This is an optimization exercise on Yosys and OpenROAD, whose aim is small area, a short achievable clock period and few clock cycles, not a production implementation. In this exercise RTL edits were held to simulation tests only and were not proved equivalent to the original. Power figures rest on the tool's default switching activity, not on a simulated workload.

==> inputs of job 4589 <==
Design ringcore, start of the top module:
module ringcore #(
    parameter RX_CAP       = 32,
    parameter RX_AW        = 5,
    parameter TX_CAP       = 128,
    parameter TX_AW        = 7,
    parameter CHUNK        = 64,
    parameter ACC_CAP      = 258,
    parameter TOKEN_MARKER = 8'hAA,
    parameter DATA_MARKER  = 8'hBB
) (
    input  wire        clk,
    input  wire        rst,
    input  wire        in_valid,
    output wire        in_ready,
    input  wire [31:0] in_data,
    input  wire        in_sub_ok,
    output reg         rsp_valid,
    output wire [7:0]  rsp_status,
    output wire [31:0] rsp_value,
    output reg         rdat_valid,
    output reg  [7:0]  rdat_byte,
    output reg         ntf_valid,
    output reg  [3:0]  ntf_tag,
    output reg  [23:0] ntf_a,
    output wire [23:0] ntf_b,
    output reg         pay_valid,
    output reg  [7:0]  pay_byte,
    output reg         sub_valid,
    output reg  [7:0]  sub_byte,
    output reg         sub_last
);
clock: 10.0 ns
lec_check: 0
cap_margin: 20
core_margin: 2
core_utilization: 65
cts_cluster_diameter: 80
cts_cluster_size: 24
place_density: 0.75
slew_margin: 20
standard.sh (not shown) runs the stock make flow with config.mk's settings and CLKGATE_MAP_FILE= SYNTH_SCRIPT=/design/flow/synth_recipe.tcl, a recipe that flattens the netlist after the stock synthesis.
==> flow/flow/run.sh <==
#!/bin/bash
set -euo pipefail
bash standard.sh SETUP_SLACK_MARGIN=6.7 finish > flow_make.log 2>&1
==> job 6009: changes against job 4589 <==
--- a/flow/design.v
+++ b/flow/design.v
@@ -53,64 +53,65 @@
     localparam N_RX_HALTED    = 4'h6;
     localparam N_RX_TRUNC     = 4'h7;
     localparam N_ACC_OVF      = 4'h8;
     localparam P_IDLE = 2'd0;
     localparam P_LEN  = 2'd1;
     localparam P_PAY  = 2'd2;
-    reg         rst_q;
-    always @(posedge clk)
-        rst_q <= rst;
     reg         m_v, s_v;
     reg  [32:0] m_d, s_d;           
     wire        pop;                
     wire        m_load = !m_v || pop;
-    wire        acc    = in_valid && in_rdy;
+    wire        acc    = in_valid && !s_v;
     wire [32:0] nx_d   = s_v ? s_d : {in_sub_ok, in_data};
     reg         in_rdy;             
     assign in_ready = in_rdy;
     wire [3:0]  nx_op  = nx_d[3:0];
     wire [23:0] nx_arg = nx_d[31:8];
+    wire        nx_arg0 = (nx_arg == 24'd0);
     wire        nx_rsv0 = (nx_d[7:4] == 4'h0);
     wire        nx_has  = (nx_op == OP_RX_READY) || (nx_op == OP_APP_WRITE) ||
                           (nx_op == OP_FEED);
     wire        nx_l    = nx_rsv0;
-    reg         f_rxr, f_done_o, f_abrt_o, f_stop, f_wr, f_rd, f_feed, f_rarm_o, f_stat_o;
-    reg         f_lbase, f_has, f_op5r;
-    reg         z_hi, z22_lo;       
+    reg         f_rxr, f_done, f_abrt, f_stop, f_wr, f_rd, f_feed, f_rarm, f_stat;
+    reg         f_legal, f_dph, f_arg0, f_arg1, f_hi6, f_hi8, f_hi9, f_op5;
     reg         f_aa, f_bb;
-    reg  [7:0]  pb_din_n;           
     always @(posedge clk) begin
         if (!s_v)
             s_d <= {in_sub_ok, in_data};
         if (m_load) begin
             m_d    <= nx_d;
             f_rxr  <= nx_l && (nx_op == OP_RX_READY);
-            f_done_o <= nx_l && (nx_op == OP_TX_DONE);
-            f_abrt_o <= nx_l && (nx_op == OP_TX_ABORT);
+            f_done <= nx_l && (nx_op == OP_TX_DONE) && nx_arg0;
+            f_abrt <= nx_l && (nx_op == OP_TX_ABORT) && nx_arg0;
             f_stop <= nx_l && (nx_op == OP_RX_STOPPED);
             f_wr   <= nx_l && (nx_op == OP_APP_WRITE);
             f_rd   <= nx_l && (nx_op == OP_APP_READ);
             f_feed <= nx_l && (nx_op == OP_FEED);
-            f_rarm_o <= nx_l && (nx_op == OP_RX_REARM);
-            f_stat_o <= nx_l && (nx_op == OP_STATUS_READ);
-            f_lbase  <= nx_l && (
+            f_rarm <= nx_l && (nx_op == OP_RX_REARM) && nx_arg0;
+            f_stat <= nx_l && (nx_op == OP_STATUS_READ) && (nx_arg[23:2] == 22'd0);
+            f_legal <= nx_l && (
                     (nx_op == OP_RX_READY) || (nx_op == OP_APP_WRITE) ||
                     (nx_op == OP_FEED) || (nx_op == OP_RX_STOPPED) ||
-                    (nx_op == OP_APP_READ));
-            f_has    <= nx_has;
-            f_op5r   <= (nx_op == OP_APP_WRITE);
-            z_hi     <= (nx_arg[23:12] == 12'd0);
-            z22_lo   <= (nx_arg[11:2] == 10'd0);
+                    (nx_op == OP_APP_READ) ||
+                    (((nx_op == OP_TX_DONE) || (nx_op == OP_TX_ABORT) ||
+                      (nx_op == OP_RX_REARM)) && nx_arg0) ||
+                    ((nx_op == OP_STATUS_READ) && (nx_arg[23:2] == 22'd0)));
+            f_dph  <= nx_has && !nx_arg0;
+            f_arg0 <= nx_arg0;
+            f_arg1 <= (nx_arg == 24'd1);
+            f_hi6  <= (nx_arg[23:6] == 18'd0);
+            f_hi8  <= (nx_arg[23:8] == 16'd0);
+            f_hi9  <= (nx_arg[23:9] == 15'd0);
+            f_op5  <= (nx_op == OP_APP_WRITE) && !nx_arg0;
             f_aa   <= (nx_d[7:0] == TOKEN_MARKER);
             f_bb   <= (nx_d[7:0] == DATA_MARKER);
-            pb_din_n <= ~nx_d[7:0];
         end
-        if (rst_q) begin
+        if (rst) begin
             m_v    <= 1'b0;
             s_v    <= 1'b0;
-            in_rdy <= 1'b0;
+            in_rdy <= 1'b1;
         end else if (m_load) begin
             m_v    <= s_v || acc;
             s_v    <= 1'b0;
             in_rdy <= 1'b1;
         end else begin
             s_v    <= s_v || acc;
@@ -165,25 +166,12 @@
     reg [6:0]       sb_q0, sb_q1;   
     reg             sb_q0v, sb_q1v;
     reg [7:0]       pb_rp;
     wire        sok   = m_d[32];
     wire [23:0] h_arg = m_d[31:8];
     wire [7:0]  din   = m_d[7:0];
-    wire        z22     = z_hi && z22_lo;
-    wire        f_arg0  = z22 && (h_arg[1:0] == 2'd0);
-    wire        f_arg1  = z22 && (h_arg[1:0] == 2'd1);
-    wire        f_done  = f_done_o && f_arg0;
-    wire        f_abrt  = f_abrt_o && f_arg0;
-    wire        f_rarm  = f_rarm_o && f_arg0;
-    wire        f_stat  = f_stat_o && z22;
-    wire        f_legal = f_lbase || f_done || f_abrt || f_rarm || f_stat;
-    wire        f_dph   = f_has && !f_arg0;
-    wire        f_op5   = f_op5r && !f_arg0;
-    wire        f_hi9   = z_hi && (h_arg[11:9] == 3'd0);
-    wire        f_hi8   = f_hi9 && !h_arg[8];
-    wire        f_hi6   = f_hi9 && (h_arg[8:6] == 3'd0);
     wire           rx_le   = f_hi6 && (h_arg[5:0] <= rx_room);
     wire [RX_AW:0] rx_a    = rx_le ? h_arg[5:0] : rx_room;
     wire [6:0]     rd_diff = {1'b0, rx_cnt} - {1'b0, h_arg[5:0]};
     wire           rd_le   = f_hi6 && !rd_diff[6];
     wire [RX_AW:0] rd_k    = rd_le ? h_arg[5:0] : rx_cnt;
     wire [RX_AW:0] rx_left = rd_le ? rd_diff[5:0] : 6'd0;
@@ -211,47 +199,47 @@
     wire stall = ntf2 ||
                  (hdr && f_done && in_flight && sb_full) ||
                  (dat && rem1 && c_kick && sb_full);
     assign pop = m_v && !stall;
     wire hdr_go = hdr && !stall;
     wire dat_go = dat && !stall;
-    reg  wl_nz;                     
+    wire wl_nz = (wr_left != 8'd0);
     wire rx_w  = dat_go && m_rx && wl_nz;
     wire tx_w  = dat_go && m_tx && wl_nz;
     wire [TX_AW:0] cw      = tx_cnt + {7'd0, m_tx && wl_nz};
     wire [6:0]     cw_k    = (cw[7:6] != 2'b00) ? 7'd64 : {1'b0, cw[5:0]};
     wire [TX_AW:0] cw_rest = cw[7] ? 8'd64 : (cw[6] ? {2'b00, cw[5:0]} : 8'd0);
     wire [TX_AW:0] rw      = tx_room - {7'd0, m_tx && wl_nz};
     wire [TX_AW:0] cw_room = ((cw[7:6] == 2'b00) || (cw == 8'd64)) ? 8'd128 :
                              {2'b01, rw[5:0]};
-    wire           wr_kick = dat_go && rem1 && c_kick && ((tx_cnt != 8'd0) || (m_tx && wl_nz));
+    wire           wr_kick = dat_go && rem1 && c_kick && (cw != 8'd0);
     wire dn_kick = hdr_go && f_done && in_flight && (tx_cnt != 8'd0);
     wire       kick_go = dn_kick || wr_kick;
     wire [6:0] kick_k  = dph ? cw_k : dn_k;
     wire parse_go = dat_go && m_parse;
     wire p_idle   = (pstate == P_IDLE);
     wire p_len    = (pstate == P_LEN);
     wire p_pay    = (pstate == P_PAY);
     wire tok      = p_idle && f_aa;
     wire cks      = p_pay && !pmore;
     wire cks_good = cks && (psum == din);
+    wire pay_wr   = parse_go && p_pay && pmore;
     wire [8:0] nfr_p1 = nfr + 9'd1;
     wire [7:0] nck_p1 = nck + 8'd1;
     wire [8:0] nfr_n = (tok || cks_good) ? nfr_p1 : nfr;
     wire [7:0] nck_n = (cks && !cks_good) ? nck_p1 : nck;
-    wire rx_mw = dat && m_rx && wl_nz;
-    wire tx_mw = dat && m_tx && wl_nz;
     always @(posedge clk) begin
-        if (rx_mw)
+        if (rx_w)
             rx_mem[rx_wp[RX_AW-1:0]] <= din;
-        if (tx_mw)
+        if (tx_w)
             tx_mem[tx_wp] <= din;
-        pbuf[pb_wp] <= pb_din_n;
+        if (pay_wr)
+            pbuf[pb_wp] <= din;
     end
     always @(posedge clk) begin
-        if (rst_q) begin
+        if (rst) begin
             rx_wp      <= {(RX_AW+1){1'b0}};
             rx_lh      <= {(RX_AW+1){1'b0}};
             rx_cnt     <= {(RX_AW+1){1'b0}};
             rx_room    <= RX_CAP;
             tx_wp      <= {TX_AW{1'b0}};
             tx_cnt     <= {(TX_AW+1){1'b0}};
@@ -274,13 +262,12 @@
             rem1       <= 1'b0;
             m_rx       <= 1'b0;
             m_tx       <= 1'b0;
             m_parse    <= 1'b0;
             m_feed     <= 1'b0;
             wr_left    <= 8'd0;
-            wl_nz      <= 1'b0;
             nfr        <= 9'd0;
             nck        <= 8'd0;
             c_st       <= 3'd0;
             c_val      <= 8'd0;
             c_kick     <= 1'b0;
             c_sok      <= 1'b0;
@@ -308,13 +295,12 @@
                 dph     <= f_dph;
                 m_rx    <= 1'b0;
                 m_tx    <= 1'b0;
                 m_parse <= 1'b0;
                 m_feed  <= 1'b0;
                 wr_left <= 8'd0;
-                wl_nz   <= 1'b0;
                 nfr     <= 9'd0;
                 nck     <= 8'd0;
                 c_kick  <= f_op5 && !in_flight;
                 c_sok   <= sok;
                 c_st    <= f_legal ? ST_OK : ST_ILLEGAL;
                 c_val   <= 8'd0;
@@ -328,13 +314,12 @@
                     end else if (f_arg0) begin
                         rsp_st <= ST_INVALID;
                     end else begin
                         m_rx    <= 1'b1;
                         m_parse <= feed_fits;
                         wr_left <= {2'b00, rx_a};
-                        wl_nz   <= (rx_a != 6'd0);
                         c_st    <= rx_le ? ST_OK : ST_FULL;
                         c_val   <= {2'b00, rx_a};
                         if (!rx_le) begin
                             ntf_valid <= 1'b1;
                             ntf_tag   <= N_RX_TRUNC;
                             ntf_a     <= h_arg;
@@ -383,13 +368,12 @@
                 if (f_wr) begin
                     if (f_arg0) begin
                         rsp_st <= ST_INVALID;
                     end else begin
                         m_tx    <= 1'b1;
                         wr_left <= tx_a;
-                        wl_nz   <= (tx_a != 8'd0);
                         c_st    <= tx_le ? ST_OK : ST_FULL;
                         c_val   <= tx_a;
                     end
                 end
                 if (f_rd) begin
                     rsp_val_lo <= {18'd0, rd_k};
@@ -431,16 +415,14 @@
                 end
                 if (tx_w) begin
                     tx_wp   <= tx_wp + 1'b1;
                     tx_cnt  <= cw;
                     tx_room <= rw;
                 end
-                if (wl_nz) begin
+                if (wl_nz)
                     wr_left <= wr_left - 8'd1;
-                    wl_nz   <= (wr_left != 8'd1);
-                end
                 if (wr_kick) begin
                     tx_cnt    <= cw_rest;
                     tx_room   <= cw_room;
                     in_flight <= c_sok;
                     if (!c_sok) begin
                         ntf_valid <= 1'b1;
@@ -502,46 +484,37 @@
             end
         end
     end
     wire rd_go = (rd_rp != rx_lh);
     always @(posedge clk) begin
         rdat_byte <= rx_mem[rd_rp[RX_AW-1:0]];
-        if (rst_q) begin
+        if (rst) begin
             rd_rp      <= {(RX_AW+1){1'b0}};
             rdat_valid <= 1'b0;
         end else begin
             rdat_valid <= rd_go;
             if (rd_go)
                 rd_rp <= rd_rp + 1'b1;
         end
     end
     wire sb_go   = (sb_cur != 7'd0);
     wire sb_next = !sb_go || (sb_cur == 7'd1);    
-    reg [7:0] sb_half0, sb_half1;
-    reg       sa_v, sa_last, sa_hi;
     always @(posedge clk) begin
-        sb_half0 <= tx_mem[{1'b0, sb_rp[5:0]}];
-        sb_half1 <= tx_mem[{1'b1, sb_rp[5:0]}];
-        sa_hi    <= sb_rp[6];
-        sub_byte <= sa_hi ? sb_half1 : sb_half0;
-        if (rst_q) begin
+        sub_byte <= tx_mem[sb_rp];
+        if (rst) begin
             sb_rp     <= {TX_AW{1'b0}};
             sb_cur    <= 7'd0;
             sb_q0     <= 7'd0;
             sb_q1     <= 7'd0;
             sb_q0v    <= 1'b0;
             sb_q1v    <= 1'b0;
-            sa_v      <= 1'b0;
-            sa_last   <= 1'b0;
             sub_valid <= 1'b0;
             sub_last  <= 1'b0;
         end else begin
-            sa_v      <= sb_go;
-            sa_last   <= (sb_cur == 7'd1);
-            sub_valid <= sa_v;
-            sub_last  <= sa_last;
+            sub_valid <= sb_go;
+            sub_last  <= (sb_cur == 7'd1);
             if (sb_go)
                 sb_rp <= sb_rp + 1'b1;
             if (sb_next && sb_q0v) begin
                 sb_cur <= sb_q0;
                 if (kick_go && !sb_q1v) begin
                     sb_q0  <= kick_k;
@@ -567,33 +540,18 @@
                     end
                 end
             end
         end
     end
     wire pb_go = (pb_rp != pb_end);
-    reg [7:0] pb_q0, pb_q1, pb_q2, pb_q3;
-    reg       pa_v;
-    reg [1:0] pa_hi;
     always @(posedge clk) begin
-        pb_q0 <= ~pbuf[{2'd0, pb_rp[5:0]}];
-        pb_q1 <= ~pbuf[{2'd1, pb_rp[5:0]}];
-        pb_q2 <= ~pbuf[{2'd2, pb_rp[5:0]}];
-        pb_q3 <= ~pbuf[{2'd3, pb_rp[5:0]}];
-        pa_hi <= pb_rp[7:6];
-        case (pa_hi)
-            2'd0:    pay_byte <= pb_q0;
-            2'd1:    pay_byte <= pb_q1;
-            2'd2:    pay_byte <= pb_q2;
-            default: pay_byte <= pb_q3;
-        endcase
-        if (rst_q) begin
+        pay_byte <= pbuf[pb_rp];
+        if (rst) begin
             pb_rp     <= 8'd0;
-            pa_v      <= 1'b0;
             pay_valid <= 1'b0;
         end else begin
-            pa_v      <= pb_go;
-            pay_valid <= pa_v;
+            pay_valid <= pb_go;
             if (pb_go)
                 pb_rp <= pb_rp + 8'd1;
         end
     end
 endmodule
==> flow/flow/run.sh (replaced) <==
#!/bin/bash
set -euo pipefail
bash standard.sh SETUP_SLACK_MARGIN=6.5 finish > flow_make.log 2>&1
Settings changed: CTS_CLUSTER_DIAMETER 80 to 100, CTS_CLUSTER_SIZE 24 to 30.
==> notes <==
Of job 6009 and job 4589, job 4589 has the higher die area (gap about 0.8%, measured against job 4589). Between job 4589 and job 6009, the lower via count is in job 4589 (gap 4.8%, measured against job 6009). Of job 6009 and job 4589, job 4589 has the higher clock-buffer cell count (gap 93). Of job 4589 and job 6009, job 4589 has the higher sequential power (gap about 2%, measured against job 6009). In job 4589 the total power is larger than in job 6009, by 8.5%. Between job 6009 and job 4589, the lower sequential share of layout area is in job 6009 (gap 0.76 points). In job 6009 the first-iteration DRC count is larger than in job 4589, by about 4%. Against job 6009, the clock power of job 4589 is higher by 13%.
Testbench counts of job 4589, summed over its fixed seeds: cycles 43,921.
Testbench counts of job 6009, summed over its fixed seeds: cycles 43,904.

==> static timing again, ports no longer ideal <==
No port has a modelled driver above. Below, the same layouts with a new extraction and two added sets of constraints.
Step 1, drivers: a clkbuf_16 drives clk and a buf_2 each remaining input, both assumed.
Step 2 adds t to the input delays and takes it off the output delays; t is the mean of the earliest and latest rising clock arrival at the registers after step 1. Input paths then give back, and output paths get back, about the clock's delay inside the block.
Slacks: ideal / step 1 / step 2; pairs: ideal / step 1.
run	shift t [ns]	setup WS [ns]	worst setup path after step 2	slew at the worst register clock pin (ns)
job 4589	0.957	6.539 / 6.490 / 6.017	input to register	0.11 / 0.11
job 6009	0.958	6.374 / 6.374 / 5.653	input to register	0.12 / 0.12
After both steps every run listed still meets setup and hold. For job 6009, which loses most, drivers alone change the setup slack by 0.000 ns; drivers and shift together by -0.721 ns.
